Source: an optimization exercise on an open RTL-to-GDS flow (aim: small area, a short achievable clock period and few clock cycles per item). Production flows keep margins and buffers that such runs may drop. In this exercise RTL edits were held to simulation tests only and were not proved equivalent to the original. Power is estimated from default activity; no workload was simulated.

==> flow/design.v (outline; a module is shown in full before it is edited, if it fits) <==
// module fnv1a_wide: 2950 lines
// module fnv_fa: 4 lines
// module fnv_ha: 4 lines
// module fnv_aoi22: 3 lines
// module fnv_oai22: 3 lines
// module fnv_oai21: 3 lines
// module fnv_nand2: 3 lines
// module fnv_nor2: 3 lines
module fnv1a_wide #(
    parameter integer N = 1024               
) (
    input  wire        clk,
    input  wire        rst,                  
    input  wire        cmd_valid,
    output wire        cmd_ready,
    input  wire [15:0] cmd_word,
    output reg         rsp_valid,
    input  wire        rsp_ready,
    output reg  [1:0]  rsp_status,
    output reg  [31:0] rsp_data
);
  // ...
==> flow/run.sh <==
#!/bin/bash
# synth_recipe.tcl (not shown) runs the flow's synth.tcl, then flattens the netlist and writes it again
# the make line also repeats each setting of config.mk as NAME=value (left out here)
make -C /OpenROAD-flow-scripts/flow DESIGN_CONFIG=/design/flow/config.mk WORK_HOME=/design/flow/orfs CLKGATE_MAP_FILE= SYNTH_SCRIPT=/design/flow/synth_recipe.tcl finish
==> flow/config.mk <==
export PLATFORM = sky130hd
export DESIGN_NAME = fnv1a_wide
export DESIGN_NICKNAME = fnv1a_wide
export VERILOG_FILES = /design/flow/design.v
export SDC_FILE = /design/flow/constraint.sdc
export NUM_CORES = 4
export LEC_CHECK = 0
export CAP_MARGIN = 30
export CORE_MARGIN = 2
export CORE_UTILIZATION = 50
export CTS_BUF_LIST = sky130_fd_sc_hd__clkbuf_8
export CTS_CLUSTER_DIAMETER = 60
export CTS_CLUSTER_SIZE = 10
export PLACE_DENSITY = 0.62
export SLEW_MARGIN = 20
export SYNTH_HIERARCHICAL = 1
==> flow/constraint.sdc <==
create_clock -name core_clock -period 180.0 [get_ports {clk}]
set_input_delay 36.0000 -clock core_clock [delete_from_list [all_inputs] [get_ports {clk}]]
set_output_delay 36.0000 -clock core_clock [all_outputs]
set_load 0.01 [all_outputs]
==> impl_table.tex, run 1 <==
\begin{tabular}{lr}
\hline
Metric & Value \\
\hline
\multicolumn{2}{l}{\textbf{Run status}} \\
Result of the run & timing/DRC/antenna clean \\
\multicolumn{2}{l}{\textbf{Clock network}} \\
Clock insertion delay at the later pin of the skew report & 990 ps \\
Cell chosen for the clock root & sky130\_fd\_sc\_hd\_\_clkbuf\_8 \\
Clock Sink Count & 1113 \\
Post-CTS Setup Bufs & 0 \\
Number of clock buffers inserted by TritonCTS & 153 \\
\multicolumn{2}{l}{\textbf{Power and ir drop}} \\
Internal power contribution & 0.000434 W \\
Sequential share of power & 0.461 \\
\multicolumn{2}{l}{\textbf{Place}} \\
Port bufs & 55 \\
Detail Placement HPWL & 292000 um \\
\multicolumn{2}{l}{\textbf{Layout}} \\
Ant diodes & 20 \\
Relative area of clock buffers and inverters in the final design & 0.0303 \\
Ratio of cells with drive above 1 in the final layout & 0.0568 \\
Count of clock-net buffers in the final layout & 160 \\
Dominant kind of cell & multi-input combinational cells \\
Area of all placed cells without fillers & 0.0978 sq mm \\
Fraction of area in multi-input gates & 0.694 \\
Fill cell instance count of the final layout & 15300 \\
Multi-input combinational cell area & 0.0678 sq mm \\
\multicolumn{2}{l}{\textbf{Die}} \\
Num tapcells & 2370 \\
Total Die Area & 0.186 sq mm \\
I/O pin total & 56 \\
\multicolumn{2}{l}{\textbf{Yosys}} \\
Share of Yosys cell area claimed by the top area cell type & 0.502 \\
Cell area after synthesis & 0.0914 sq mm \\
Synth warn & 47 \\
Number of standard cells after synthesis & 6676 \\
\multicolumn{2}{l}{\textbf{Setup path}} \\
Required time at the worst-slack endpoint & 180800 ps \\
Logic depth of the worst path, buffers included & 10 \\
Worst setup path endpoint & rsp\_data[28] \\
Worst Reg-to-Reg Cells & 81 \\
Category of the worst setup path capture point & flip-flop \\
Class of the most critical setup path & in -> reg \\
\multicolumn{2}{l}{\textbf{Timing}} \\
Part of the cycle the worst path needs & 0.222 \\
Peak clock frequency supported by timing & 25.1 MHz \\
Shortest clock period the worst path allows after layout & 39910 ps \\
PnR worst setup slack & 140090 ps \\
Final Slew Violations & 0 \\
\multicolumn{2}{l}{\textbf{Routing}} \\
Met2 wirelength from detailed routing & 150000 um \\
Max Used Layer & met5 \\
Detailed Routing Iterations Pass 1 & 5 \\
Routed vias/inst & 6.28 \\
Wire length reported by the detailed router & 342000 um \\
Count of routing violations after the opening detailed-route iteration & 6155 \\
\multicolumn{2}{l}{\textbf{Worst hold path}} \\
Number of cells traversed by the worst hold path & 0 \\
Worst Hold Class & reg -> reg \\
\hline
\end{tabular}
Testbench counts, summed over its fixed seeds: cycles 70,312, commands 35,156.
==> run 2, diff against run 1 <==
--- a/flow/design.v
+++ b/flow/design.v
@@ -14,32 +14,33 @@
     localparam [511:0] OB_A = 512'h4B29FC4223FDADA16C3BF34EDA3674DA9A21D90000000000000000000004C6D7EB6E73802734510A555F256CC005AE556BDE8CC9C6A93B21AFF4B16C71EE90B3;
     localparam [511:0] OB_B = 512'h0000000000000000005F7A76758ECC4D32E56D5A591028B700000000000000000000000000000000000000000000000000000000000000000000000000000000;
     reg  [511:0] acc_lo, acc_hi;
     reg  [5:0]   pend_lo, pend_hi;           
     reg  [2:0]   c_s1, c_s3, c12;            
     reg  [7:0]   sh8;                        
     reg          ph;                         
     reg          rdy;                        
+    reg  [15:0]  pw;                         
     reg          rd_wait;                    
     reg          rst_q;                      
     reg          go;                         
     reg          abs_wait;                   
     reg          step2;                      
     reg          init2;                      
     reg  [7:0]   b;                          
     reg          f_abs, f_init;              
     reg  [4:0]   idx_q;                      
     reg  [1:0]   bsel_q;                     
     reg          byte_q;                     
     reg          rd_shift;                   
     assign cmd_ready = rdy;
-    wire [3:0] op  = cmd_word[15:12];
-    wire [3:0] rsv = cmd_word[11:8];
-    wire [7:0] arg = cmd_word[7:0];
+    wire [3:0] op  = pw[15:12];
+    wire [3:0] rsv = pw[11:8];
+    wire [7:0] arg = pw[7:0];
     wire illegal = (op > 4'h5) || (rsv != 4'd0) || ((op == 4'h0 || op == 4'h1) && arg != 8'd0);
     wire range_err = !illegal && ((op == 4'h3 && arg[7]) ||
                                   (op == 4'h4 && arg[7:5] != 3'd0) ||
                                   (op == 4'h5 && arg >= 8'd5));
     wire ok = !illegal && !range_err;
     wire accept = cmd_valid && rdy && !rst;
     wire step1 = (go && f_abs && ph) || abs_wait;
     wire en = step1 || step2;
@@ -57,17 +58,19 @@
         rst_q     <= rst;
         go        <= accept;
         abs_wait  <= !rst && go && f_abs && !ph;
         step2     <= !rst && step1;
         init2     <= !rst && ((go && f_init) || rst_q);
         rsp_valid <= rv_d;
         rd_wait   <= rw_d;
         rd_shift  <= rs_d;
-        rdy       <= !rst && !rv_d && !rw_d && !rs_d && !(go && f_abs && !ph);
+        pw        <= cmd_word;
+        rdy       <= !rst && !rv_d && !rw_d && !rs_d && !(go && f_abs && !ph) &&
+                     cmd_valid && !rdy;
         if (rdy) begin
             b      <= arg;
             f_abs  <= ok && op == 4'h2;
             f_init <= ok && op == 4'h1;
             idx_q  <= (op == 4'h3) ? arg[6:2] : arg[4:0];
             bsel_q <= arg[1:0];
             byte_q <= op == 4'h3;
         end
@@ -2889,55 +2892,52 @@
     genvar gj;
     generate
         for (gj = 0; gj < 32; gj = gj + 1) begin : dec
             assign jin[gj] = arg[4:0] == gj;
             assign jw[gj]  = idx_q == gj;
         end
     endgenerate
     wire [31:0] u = (jin & {32{rdy}}) | (jw & {32{rd_wait}});    
-    wire [15:0] sel_dn0, sel_dn1, sel_qn0, sel_qn1;
+    wire [15:0] sel_dn, sel_qn;
     generate
         for (gj = 0; gj < 16; gj = gj + 1) begin : sel
             localparam integer JA = gj < 10 ? gj : gj + 10;
             localparam integer JB = gj < 10 ? gj + 10 : gj + 16;
-            fnv_aoi22 d0 (u[JA], !ph, u[JB], ph, sel_dn0[gj]);
-            fnv_aoi22 d1 (u[JA], !ph, u[JB], ph, sel_dn1[gj]);
-            fnv_aoi22 q0 (u[JA], ph, u[JB], !ph, sel_qn0[gj]);
-            fnv_aoi22 q1 (u[JA], ph, u[JB], !ph, sel_qn1[gj]);
+            assign sel_dn[gj] = !((u[JA] && !ph) || (u[JB] && ph));
+            assign sel_qn[gj] = !((u[JA] && ph) || (u[JB] && !ph));
         end
     endgenerate
     wire [31:0] word_n;                      
     genvar gb, gk;
     generate
         for (gb = 0; gb < 32; gb = gb + 1) begin : rd
             wire [15:0] e;                   
             wire [7:0]  f;
             wire [3:0]  h;
             wire [1:0]  m;
             for (gk = 0; gk < 16; gk = gk + 1) begin : p
-                fnv_oai22 c (acc_hi_d[32*gk + gb], gb < 16 ? sel_dn0[gk] : sel_dn1[gk],
-                             acc_hi[32*gk + gb], gb < 16 ? sel_qn0[gk] : sel_qn1[gk], e[gk]);
+                fnv_oai22 c (acc_hi_d[32*gk + gb], sel_dn[gk], acc_hi[32*gk + gb], sel_qn[gk], e[gk]);
             end
             for (gk = 0; gk < 8; gk = gk + 1) begin : l1
                 fnv_nor2 c (e[2*gk], e[2*gk + 1], f[gk]);
             end
             for (gk = 0; gk < 4; gk = gk + 1) begin : l2
                 fnv_nand2 c (f[2*gk], f[2*gk + 1], h[gk]);
             end
             for (gk = 0; gk < 2; gk = gk + 1) begin : l3
                 fnv_nor2 c (h[2*gk], h[2*gk + 1], m[gk]);
             end
             fnv_nand2 l4 (m[0], m[1], word_n[gb]);
         end
     endgenerate
     wire [2:0] s = arg[2:0];
     wire [31:0] cfg = (s == 3'd0) ? 32'h400 : (s == 3'd1) ? 32'h18D : (s == 3'd2) ? 32'h8 :
                       (s == 3'd3) ? 32'h15 : 32'h20;
-    wire [31:0] other = !ok ? {16'd0, cmd_word} : (op == 4'h5) ? cfg : 32'd0;
+    wire [31:0] other = !ok ? {16'd0, pw} : (op == 4'h5) ? cfg : 32'd0;
     wire        use_word = rdy ? rdl_in : rd_wait;
     wire [31:0] extra = rdy ? other : rd_shift ? {24'd0, rsp_data[8*bsel_q +: 8]} : 32'd0;
     wire [31:0] rsp_d;
     generate
         for (gb = 0; gb < 32; gb = gb + 1) begin : fin
             fnv_oai21 c (word_n[gb], !use_word, !extra[gb], rsp_d[gb]);
         end
     endgenerate
@@ -2951,19 +2951,16 @@
 module fnv_fa (input wire a, input wire b, input wire c, output wire s, output wire co);
     assign s  = a ^ b ^ c;
     assign co = (a & b) | (c & (a ^ b));
 endmodule
 module fnv_ha (input wire a, input wire b, output wire s, output wire co);
     assign s  = a ^ b;
     assign co = a & b;
 endmodule
-module fnv_aoi22 (input wire a1, input wire a2, input wire b1, input wire b2, output wire y);
-    assign y = !((a1 & a2) | (b1 & b2));
-endmodule
 module fnv_oai22 (input wire a1, input wire a2, input wire b1, input wire b2, output wire y);
     assign y = !((a1 | a2) & (b1 | b2));
 endmodule
 module fnv_oai21 (input wire a1, input wire a2, input wire b1, output wire y);
     assign y = !((a1 | a2) & b1);
 endmodule
 module fnv_nand2 (input wire a, input wire b, output wire y);
     assign y = !(a & b);
==> impl_table.tex, run 2 <==
\begin{tabular}{lr}
\hline
Metric & Value \\
\hline
\multicolumn{2}{l}{\textbf{Run status}} \\
Result of the run & timing/DRC/antenna clean \\
\multicolumn{2}{l}{\textbf{Routing}} \\
Antenna viol nets, final & 0 \\
Wire length reported by the detailed router & 290000 um (-15\%) \\
Overall via count from detail\_route & 54600 \\
Detailed Routing Iterations Pass 1 & 6 (+1) \\
Routed vias/inst & 5.94 (-5.5\%) \\
DRC violation count after routing & 0 \\
Count of routing violations after the opening detailed-route iteration & 4697 (-24\%) \\
Detailed-route wire length per cell & 31.5 um \\
\multicolumn{2}{l}{\textbf{Setup path}} \\
Setup crit start kind & flip-flop \\
Category of the worst setup path capture point & output port \\
Dominant delay contributor by cell family on the critical path & flip-flops \\
Delay of the slowest critical-path stage & 770 ps \\
Arrival time reported for the critical path endpoint & 2370 ps \\
Critical path, cell by cell & clkdlybuf4s50\_1 \\
CP Buf/Inv Count & 1 \\
Class of the most critical setup path & reg -> out \\
Maximum fanout count along the critical path & 2 \\
Slowest cell on the critical path & sky130\_fd\_sc\_hd\_\_edfxtp\_1 \\
Required time at the worst-slack endpoint & 144000 ps (-36800 ps) \\
\multicolumn{2}{l}{\textbf{Clock network}} \\
Number of cells upsized or downsized after cts & 0 \\
Number of clock buffers inserted by TritonCTS & 149 (-2.6\%) \\
Cell chosen for the clock root & sky130\_fd\_sc\_hd\_\_clkbuf\_8 \\
CTS clk-pin slew, worst paths & 80 ps \\
Count of hold buffers inserted by post-cts repair & 0 \\
CTS H-tree lvls & 4 \\
Post-CTS Setup Bufs & 0 (unchanged) \\
CTS Buffer Depth & 3 \\
Clock Sink Count & 1129 (+1.4\%) \\
Clock insertion delay at the later pin of the skew report & 950 ps (-40 ps) \\
CTS tree & done \\
\multicolumn{2}{l}{\textbf{Place}} \\
Detail Placement HPWL & 244000 um (-16\%) \\
Port bufs & 55 (unchanged) \\
Post-Place Worst Slack & 142320 ps \\
GPL Wtd Cong & 1.02 \\
Instance area after placement & 0.0948 sq mm \\
\multicolumn{2}{l}{\textbf{Power and ir drop}} \\
Sum of internal, switching and leakage power & 0.000555 W \\
Power per unit of standard cell area & 5.70 mW/mm\^{}2 \\
Max IR drop VDD & 0.00812 mV \\
Pleak & 49.9 nW \\
\multicolumn{2}{l}{\textbf{Die}} \\
Chip Width & 431 um \\
\# rows & 156 \\
Floorplan Core Area & 0.181 sq mm \\
I/O pin total & 56 (unchanged) \\
Vert. Die Dim & 431 um \\
Initial Utilization & 0.504 \\
Total Die Area & 0.186 sq mm (-0.22\%) \\
\multicolumn{2}{l}{\textbf{Global routing}} \\
First-pass GRT wire length & 431000 um \\
Overall overflow remaining after global route & 0 \\
Overall fraction of global-route tracks in use & 0.327 \\
Number of antenna violations at the first check in global routing & 15 \\
Vias in the first global route & 61500 \\
Pin count of the biggest net entering global routing & 173 \\
\multicolumn{2}{l}{\textbf{Timing}} \\
Shortest clock period the worst path allows after layout & 38370 ps (-1540 ps) \\
Final Slew Violations & 0 (unchanged) \\
Part of the cycle the worst path needs & 0.213 (-0.00858) \\
Final number of hold-violating endpoints & 0 \\
Clock tree skew after final layout & 70.7 ps \\
Unrepaired setup endpoints after global routing & no \\
Pin slew with the least headroom to its limit & 1060 ps \\
PnR worst setup slack & 141630 ps (+1540 ps) \\
Worst hold slack & 332 ps \\
Final TNS setup & 0 ps \\
Setup violators final & 0 \\
Slew margin rel. & 0.294 \\
Peak clock frequency supported by timing & 26.1 MHz (+4.0\%) \\
\multicolumn{2}{l}{\textbf{Yosys}} \\
Post-synth top area cell & sky130\_fd\_sc\_hd\_\_fa\_1 \\
Synthesized area per cell & 13.7 sq um \\
Most common cell in the netlist & sky130\_fd\_sc\_hd\_\_fa\_1 \\
Synth warn & 47 (unchanged) \\
Fraction of registers with async set/reset & 0 \\
Sequential area share after synthesis & 0.253 \\
Number of distinct library cell variants in the gate-level netlist after synthesis & 58 \\
Synth cell count leaders & 2293 x sky130\_fd\_sc\_hd\_\_fa\_1, 1079 x sky130\_fd\_sc\_hd\_\_dfxtp\_1, 541 x sky130\_fd\_sc\_hd\_\_o22ai\_1 \\
Number of standard cells after synthesis & 6662 (-0.21\%) \\
Cell area after synthesis & 0.0912 sq mm (-0.22\%) \\
Share of Yosys cell area claimed by the top area cell type & 0.503 (+0.00111) \\
Register bit count reported by yosys & 1129 \\
Number of flops mapped to enable cells by yosys & 50 \\
Dominant cells by area after synthesis & sky130\_fd\_sc\_hd\_\_fa\_1 50\%, sky130\_fd\_sc\_hd\_\_dfxtp\_1 24\%, sky130\_fd\_sc\_hd\_\_ha\_1 6.5\% \\
Commonest register cell after synthesis & sky130\_fd\_sc\_hd\_\_dfxtp\_1 \\
\multicolumn{2}{l}{\textbf{Layout}} \\
Leading cell type in the layout, fill and taps excluded & sky130\_fd\_sc\_hd\_\_fa\_1 \\
Ratio of cells with drive above 1 in the final layout & 0.0502 (-0.00668) \\
Top library cells by usage in the layout, fill and taps aside & 2293 x sky130\_fd\_sc\_hd\_\_fa\_1, 1076 x sky130\_fd\_sc\_hd\_\_dfxtp\_1, 541 x sky130\_fd\_sc\_hd\_\_o22ai\_1 \\
Largest registers & acc\_hi: 512 flops, acc\_lo: 512 flops, rsp\_data: 32 flops \\
Layout-stage area growth over the synthesis result & 6.94\% \\
Fill cell instance count of the final layout & 15200 (-0.81\%) \\
Area of all placed cells without fillers & 0.0975 sq mm (-0.26\%) \\
Net count of the finished layout & 9529 \\
\multicolumn{2}{l}{\textbf{Worst hold path}} \\
Worst Hold Class & reg -> reg \\
\multicolumn{2}{l}{\textbf{Run}} \\
Max\_cap viols & 0 \\
\hline
\end{tabular}
## run 2: logic make-up (layout without fill, tap and decap cells)
| group | Yosys count | after routing | synth area share |
|---|---|---|---|
| simple gates | 1544 | 1544 | 0.0897 |
| other cells | 1 | 19 | 0.0000411 |
| flops | 1129 | 1129 | 0.253 |
| compound gates | 962 | 962 | 0.0729 |
| xor+xnor | 8 | 8 | 0.000768 |
| fa+ha+maj | 2765 | 2765 | 0.568 |
| mux | 46 | 46 | 0.00622 |
| buf+inv | 207 | 349 | 0.00874 |
## run 2: metrics by stage
stage / instances / utilization
6_report: 9192 / 0.539
2_1_floorplan: 6677 / -
5_1_grt: 9191 / 0.539
3_3_place_gp: 8961 / 0.524
3_5_place_dp: 8962 / 0.524
4_1_cts: 9188 / 0.539
## run 2: metal layers
| layer | vias up | part of all wire | wire length [um] | GRT usage |
|---|---|---|---|---|
| li1 | 22500 | - | - | - |
| met1 | 29600 | 0.41 | 118000 | 0.444 |
| met2 | 1983 | 0.44 | 129000 | 0.484 |
| met3 | 475 | 0.086 | 24800 | 0.0899 |
| met4 | 10 | 0.061 | 17600 | 0.164 |
| met5 | - | 0.00073 | 211 | 0.00598 |
## run 2: final timing paths
| kind | cells after the start | to | from | slack, ps |
|---|---|---|---|---|
| worst max register to register | 80 | rsp_valid | f_abs | 146980 |
| worst min register to register | 0 | acc_lo[386] | acc_hi[386] | 330 |
| worst max-delay path | 1 | rsp_data[27] | rsp_data[27] | 141630 |
| worst min-delay path | 0 | acc_lo[386] | acc_hi[386] | 330 |
## run 2: where the power goes
| part | switching [W] | internal [W] | leakage (nW) |
|---|---|---|---|
| Clock | 0.000105 | 0.0000884 | 1.44 |
| Combinational | 0.0000435 | 0.0000328 | 39.1 |
| Sequential | 0.0000167 | 0.000269 | 9.33 |
## run 2: final cells by class
| cell class | instances | area [sq um] | share of cell area |
|---|---|---|---|
| Antenna cell | 3 | 7.51 | 0.0000770 |
| Clock buffer | 161 | 2220 | 0.0227 |
| Clock inverter | 65 | 494 | 0.00507 |
| Inverter | 5 | 18.8 | 0.000192 |
| Multi-Input combinational cell | 5341 | 67600 | 0.693 |
| Sequential cell | 1129 | 23100 | 0.237 |
| Tap cell | 2370 | 2970 | 0.0304 |
| Timing Repair Buffer | 118 | 1130 | 0.0116 |
## run 2: per-module statistics from Yosys (local to each module, per instance)
| module | flip-flops and latches | copies in the design | cells inside |
|---|---|---|---|
| fnv1a_wide | 1129 | 1 | 2873 |
| fnv_fa | 0 | 2293 | 1 |
| fnv_ha | 0 | 472 | 1 |
| fnv_nand2 | 0 | 160 | 1 |
| fnv_nor2 | 0 | 320 | 1 |
| fnv_oai21 | 0 | 32 | 1 |
| fnv_oai22 | 0 | 512 | 1 |
Testbench counts of run 2, summed over its fixed seeds: cycles 70,328, commands 35,156.

-- afterwards: timing with drivers on the ports --
The flow's constraints put no driver on any port. The routed layouts listed below were extracted and timed again, unchanged, in two steps. Step 1 assumes that a clkbuf_16 drives the clock port and a buf_2 every other input. Step 2 also shifts input and output timing later by t, the mid clock arrival at the registers, as if the neighbouring blocks saw the same clock. Three values: ideal ports, drivers, drivers and shift; two values: the first two.
run | t, ns | slack for setup (ns) | hold WS [ns] | slew at the worst register clock pin (ns) | pins driven straight from the clock port
run 1 | 1.038 | 140.086 / 140.135 / 139.097 | 0.329 / 0.329 / 0.329 | 0.09 / 0.09 | 1
run 2 | 1.010 | 141.630 / 141.538 / 142.294 | 0.332 / 0.332 / 0.332 | 0.09 / 0.09 | 1
After both steps setup and hold are still met in every run listed. The setup slack of run 1, which loses most, moves by +0.049 ns with the drivers and by -0.989 ns with both steps.
